Context: an optimization exercise on an open-source flow, tuned for small area, a short achievable clock period and few clock cycles. The choices shown serve that exercise and are no tape-out recipe.

Setup of run D:
==> flow/design.v <==
module btcp_rx_check (
    input  wire        clk,
    input  wire        rst,
    input  wire        in_valid,
    output wire        in_ready,
    input  wire [31:0] in_data,
    input  wire        in_last,
    input  wire [2:0]  in_nbytes,    
    output wire        res_valid,
    input  wire        res_ready,
    output wire [1:0]  res_status,   
    output wire [15:0] res_seq,
    output wire [15:0] res_ack,
    output wire [7:0]  res_flags,
    output wire [7:0]  res_win,
    output wire [15:0] res_dlen,
    output wire [15:0] res_csum,     
    output wire [15:0] res_calc,     
    output wire        res_csum_ok,
    output wire [2:0]  res_type,
    output wire [9:0]  res_plen
);
    function [15:0] crc_x32;
        input [15:0] v;
        reg   [15:0] c;
        integer k;
        begin
            c = 16'h0000;
            for (k = 15; k >= 0; k = k - 1)
                c = (c[15] ^ v[k]) ? ({c[14:0], 1'b0} ^ 16'h1021)
                                   : {c[14:0], 1'b0};
            for (k = 0; k < 16; k = k + 1)
                c = c[15] ? ({c[14:0], 1'b0} ^ 16'h1021) : {c[14:0], 1'b0};
            crc_x32 = c;
        end
    endfunction
    function [15:0] crc_x8;
        input [15:0] v;
        reg   [15:0] c;
        integer k;
        begin
            c = v;
            for (k = 0; k < 8; k = k + 1)
                c = c[15] ? ({c[14:0], 1'b0} ^ 16'h1021) : {c[14:0], 1'b0};
            crc_x8 = c;
        end
    endfunction
    function [15:0] crc_d8;
        input [15:0] v;
        reg   [15:0] c;
        integer k;
        begin
            c = v;
            for (k = 0; k < 8; k = k + 1)
                c = c[0] ? ({1'b0, c[15:1]} ^ 16'h8810) : {1'b0, c[15:1]};
            crc_d8 = c;
        end
    endfunction
    reg        rx;         
    reg        ub;         
    reg        eq;         
    reg        rv;         
    reg [1:0]  uc;         
    reg [1:0]  hp;         
    reg [7:0]  cnt;        
    reg [1:0]  plo;        
    reg        big;        
    reg [15:0] sh;         
    reg [15:0] t;          
    reg [15:0] seq_r, ack_r, dlen_r, csum_r;
    reg [7:0]  flags_r, win_r;
    reg        ok_r;
    reg [2:0]  type_r;
    reg [1:0]  status_r;
    wire acc   = in_valid & rx;
    wire h0    = (hp == 2'd0);
    wire nb1   = ~in_nbytes[2] & ~in_nbytes[1];
    wire nb12  = ~in_nbytes[2] & ~(in_nbytes[1] & in_nbytes[0]);
    wire nb123 = ~in_nbytes[2];
    wire [15:0] dh = in_data[31:16] & {{8{hp != 2'd2}}, {8{(hp != 2'd2) & ~(in_last & nb1)}}};
    wire [15:0] dl = in_data[15:0]  & {{8{~(in_last & nb12)}}, {8{~(in_last & nb123)}}};
    wire [15:0] s  = sh ^ t;
    wire [15:0] ms = crc_x32(s);
    wire [15:0] wd = crc_x8(dh);
    wire [7:0] cbase = h0 ? 8'hFD : cnt;
    always @(posedge clk) begin
        if (rst) begin
            rx <= 1'b1;
            ub <= 1'b0;
            eq <= 1'b0;
            rv <= 1'b0;
            hp <= 2'd0;
        end else begin
            if (acc) begin
                if (in_last) begin
                    rx <= 1'b0;
                    hp <= 2'd0;
                end else if (hp != 2'd3) begin
                    hp <= hp + 2'd1;
                end
            end
            if (acc & in_last) begin
                ub <= ~nb1;
                eq <= nb1;
            end else if (ub) begin
                ub <= (uc != 2'd1);
                eq <= (uc == 2'd1);
            end else begin
                eq <= 1'b0;
            end
            if (eq)
                rv <= 1'b1;
            if (rv & res_ready) begin
                rv <= 1'b0;
                rx <= 1'b1;
            end
        end
    end
    wire        e0   = rx & (hp == 2'd0);
    wire        e1   = rx & (hp == 2'd1);
    wire        e2   = rx & (hp == 2'd2);
    wire        keep = ~(acc | ub);
    wire [7:0]  cnext = cbase + {7'd0, ~in_last | in_nbytes[2] | in_nbytes[1]};
    always @(posedge clk) begin
        sh <= (sh & {16{keep}}) | (((ms & {16{~h0}}) ^ wd) & {16{acc}})
            | (crc_x8(s) & {16{ub}});
        if (acc | ub)
            t <= crc_d8(dl) & {16{rx}};
        if (acc) begin
            cnt <= cnext;
            big <= ~h0 & (big | (cnt == 8'd251 & ~in_last));
        end
        if (rx) begin
            plo <= {~in_nbytes[1], in_nbytes[0]};
            uc  <= in_nbytes[1:0] - 2'd1;
        end else if (ub) begin
            uc  <= uc - 2'd1;
        end
        if (e0) seq_r   <= in_data[31:16];
        if (e0) ack_r   <= in_data[15:0];
        if (e1) flags_r <= in_data[31:24];
        if (e1) win_r   <= in_data[23:16];
        if (e1) dlen_r  <= in_data[15:0];
        if (e2) csum_r  <= in_data[31:16];
        ok_r <= (sh == csum_r);
        case (flags_r)
        8'h02:   type_r <= 3'd1;
        8'h10:   type_r <= 3'd2;
        8'h01:   type_r <= 3'd3;
        8'h12:   type_r <= 3'd4;
        8'h11:   type_r <= 3'd5;
        default: type_r <= ({cnt, plo} != 10'd0) ? 3'd6 : 3'd0;
        endcase
        status_r <= big                           ? 2'd2 :
                    (cnt >= 8'hFD)                ? 2'd1 :
                    (cnt == 8'd252 && plo != 2'd0) ? 2'd2 : 2'd0;
    end
    assign in_ready    = rx;
    assign res_valid   = rv;
    assign res_status  = status_r;
    assign res_seq     = seq_r;
    assign res_ack     = ack_r;
    assign res_flags   = flags_r;
    assign res_win     = win_r;
    assign res_dlen    = dlen_r;
    assign res_csum    = csum_r;
    assign res_calc    = sh;
    assign res_csum_ok = ok_r;
    assign res_type    = type_r;
    assign res_plen    = {cnt, plo};
endmodule
Settings: LEC_CHECK=0, CAP_MARGIN=20, CORE_MARGIN=2, CORE_UTILIZATION=40, CTS_BUF_LIST=sky130_fd_sc_hd__clkbuf_8, CTS_CLUSTER_DIAMETER=200, CTS_CLUSTER_SIZE=50, SETUP_SLACK_MARGIN=3.6, SLEW_MARGIN=20; clock period 6.0 ns.
standard.sh (not shown) runs the stock make flow with config.mk's settings and CLKGATE_MAP_FILE= SYNTH_SCRIPT=/design/flow/synth_recipe.tcl, a recipe that flattens the netlist after the stock synthesis.
==> flow/flow/run.sh <==
#!/bin/bash
# The standard layout (standard.sh), with the port buffers made from a
# small buffer cell. Each step's full log is under orfs/logs; make's own
# output goes to standard.log.
set -euo pipefail
bash standard.sh \
  BUFFER_PORTS_ARGS="-buffer_cell sky130_fd_sc_hd__buf_1" \
  finish > standard.log 2>&1
Run D was carried through to the last stage, and its layout satisfied the timing, design-rule and antenna checks.
Inputs modified between run D and run A:
--- a/flow/design.v
+++ b/flow/design.v
@@ -33,31 +33,32 @@
                 c = c[15] ? ({c[14:0], 1'b0} ^ 16'h1021) : {c[14:0], 1'b0};
             crc_x32 = c;
         end
     endfunction
-    function [15:0] crc_x8;
+    function [15:0] crc_d16;
         input [15:0] v;
         reg   [15:0] c;
         integer k;
         begin
             c = v;
-            for (k = 0; k < 8; k = k + 1)
-                c = c[15] ? ({c[14:0], 1'b0} ^ 16'h1021) : {c[14:0], 1'b0};
-            crc_x8 = c;
+            for (k = 0; k < 16; k = k + 1)
+                c = c[0] ? ({1'b0, c[15:1]} ^ 16'h8810) : {1'b0, c[15:1]};
+            crc_d16 = c;
         end
     endfunction
-    function [15:0] crc_d8;
-        input [15:0] v;
+    function [15:0] crc_u;
+        input [15:0] c0;
         reg   [15:0] c;
         integer k;
         begin
-            c = v;
+            c = c0;
             for (k = 0; k < 8; k = k + 1)
                 c = c[0] ? ({1'b0, c[15:1]} ^ 16'h8810) : {1'b0, c[15:1]};
-            crc_d8 = c;
+            crc_u = c;
         end
     endfunction
     reg        rx;         
+    reg        f1;         
     reg        ub;         
     reg        eq;         
     reg        rv;         
     reg [1:0]  uc;         
@@ -65,44 +66,43 @@
     reg [7:0]  cnt;        
     reg [1:0]  plo;        
     reg        big;        
     reg [15:0] sh;         
-    reg [15:0] t;          
     reg [15:0] seq_r, ack_r, dlen_r, csum_r;
     reg [7:0]  flags_r, win_r;
     reg        ok_r;
     reg [2:0]  type_r;
     reg [1:0]  status_r;
-    wire acc   = in_valid & rx;
-    wire h0    = (hp == 2'd0);
-    wire nb1   = ~in_nbytes[2] & ~in_nbytes[1];
-    wire nb12  = ~in_nbytes[2] & ~(in_nbytes[1] & in_nbytes[0]);
+    wire acc  = in_valid & rx;
+    wire h0   = (hp == 2'd0);
+    wire nb1  = ~in_nbytes[2] & ~in_nbytes[1];
+    wire nb12 = ~in_nbytes[2] & ~(in_nbytes[1] & in_nbytes[0]);
     wire nb123 = ~in_nbytes[2];
     wire [15:0] dh = in_data[31:16] & {{8{hp != 2'd2}}, {8{(hp != 2'd2) & ~(in_last & nb1)}}};
     wire [15:0] dl = in_data[15:0]  & {{8{~(in_last & nb12)}}, {8{~(in_last & nb123)}}};
-    wire [15:0] s  = sh ^ t;
-    wire [15:0] ms = crc_x32(s);
-    wire [15:0] wd = crc_x8(dh);
+    wire [15:0] ms = crc_x32(sh);
     wire [7:0] cbase = h0 ? 8'hFD : cnt;
     always @(posedge clk) begin
         if (rst) begin
             rx <= 1'b1;
+            f1 <= 1'b0;
             ub <= 1'b0;
             eq <= 1'b0;
             rv <= 1'b0;
             hp <= 2'd0;
         end else begin
+            f1 <= acc & in_last;
             if (acc) begin
                 if (in_last) begin
                     rx <= 1'b0;
                     hp <= 2'd0;
                 end else if (hp != 2'd3) begin
                     hp <= hp + 2'd1;
                 end
             end
-            if (acc & in_last) begin
-                ub <= ~nb1;
-                eq <= nb1;
+            if (f1) begin
+                ub <= (uc != 2'd0);
+                eq <= (uc == 2'd0);
             end else if (ub) begin
                 ub <= (uc != 2'd1);
                 eq <= (uc == 2'd1);
             end else begin
@@ -115,25 +115,24 @@
                 rx <= 1'b1;
             end
         end
     end
-    wire        e0   = rx & (hp == 2'd0);
-    wire        e1   = rx & (hp == 2'd1);
-    wire        e2   = rx & (hp == 2'd2);
-    wire        keep = ~(acc | ub);
+    wire        e0  = rx & (hp == 2'd0);
+    wire        e1  = rx & (hp == 2'd1);
+    wire        e2  = rx & (hp == 2'd2);
+    wire        keep = ~(acc | f1 | ub);
+    wire        gm  = (acc & ~h0) | f1;
     wire [7:0]  cnext = cbase + {7'd0, ~in_last | in_nbytes[2] | in_nbytes[1]};
     always @(posedge clk) begin
-        sh <= (sh & {16{keep}}) | (((ms & {16{~h0}}) ^ wd) & {16{acc}})
-            | (crc_x8(s) & {16{ub}});
-        if (acc | ub)
-            t <= crc_d8(dl) & {16{rx}};
+        sh <= (sh & {16{keep}}) | ((ms & {16{gm}}) ^ ((dh ^ crc_d16(dl)) & {16{acc}}))
+            | (crc_u(sh) & {16{ub}});
         if (acc) begin
             cnt <= cnext;
             big <= ~h0 & (big | (cnt == 8'd251 & ~in_last));
         end
         if (rx) begin
             plo <= {~in_nbytes[1], in_nbytes[0]};
-            uc  <= in_nbytes[1:0] - 2'd1;
+            uc  <= 2'd0 - in_nbytes[1:0];
         end else if (ub) begin
             uc  <= uc - 2'd1;
         end
         if (e0) seq_r   <= in_data[31:16];
==> notes.md <==
Post-CTS setup-driven buffer insertion count: run A < run D
The via count of the first global-routing pass reported for run A is smaller than that of run D by about 1.1%.
Summary — data arrival time at the worst-slack endpoint, run A relative to run D: higher, by 140 ps.
Run A vs. run D: layout filler cell count went down by 79.
Route | run A vs run D | wire shorter in run A
Row sequential share of cell area: run A lower / run D higher
Run A: detailed-placement wirelength estimate is 440 µm higher than what run D reported.
Count of distinct cell types in the synthesized netlist: run A higher than run D
Post-synthesis instance area was higher in the run labelled run D.
No run of this note included a check of the RTL's function; only the layout flow was run.

## separate check: timing with driven ports
No port has a modelled driver above. Below, the same layouts with a new extraction and two added sets of constraints. Step 1 sets driving cells, clkbuf_16 on the clock port and buf_2 on the other inputs (assumed; they add their load-dependent delay and slew). Step 2 moves the port delays by t, midway between the first and last clock arrival at a register: inputs arrive t later, outputs are due t later. That takes back most of the time a late clock gives input paths. Three values: ideal ports, drivers, drivers and shift; two values: the first two.
run	shift t [ns]	slack for setup (ns)	hold WS [ns]	worst setup path at the end	worst data-port slew with drivers (ns)
run D	0.471	3.598 / 3.598 / 3.151	0.482 / 0.482 / 0.482	input to register	0.04
run A	0.467	3.485 / 3.475 / 3.008	0.482 / 0.482 / 0.482	input to register	0.06
After both steps every run listed still meets setup and hold. For run A, which loses most, drivers alone change the setup slack by -0.010 ns; drivers and shift together by -0.477 ns.
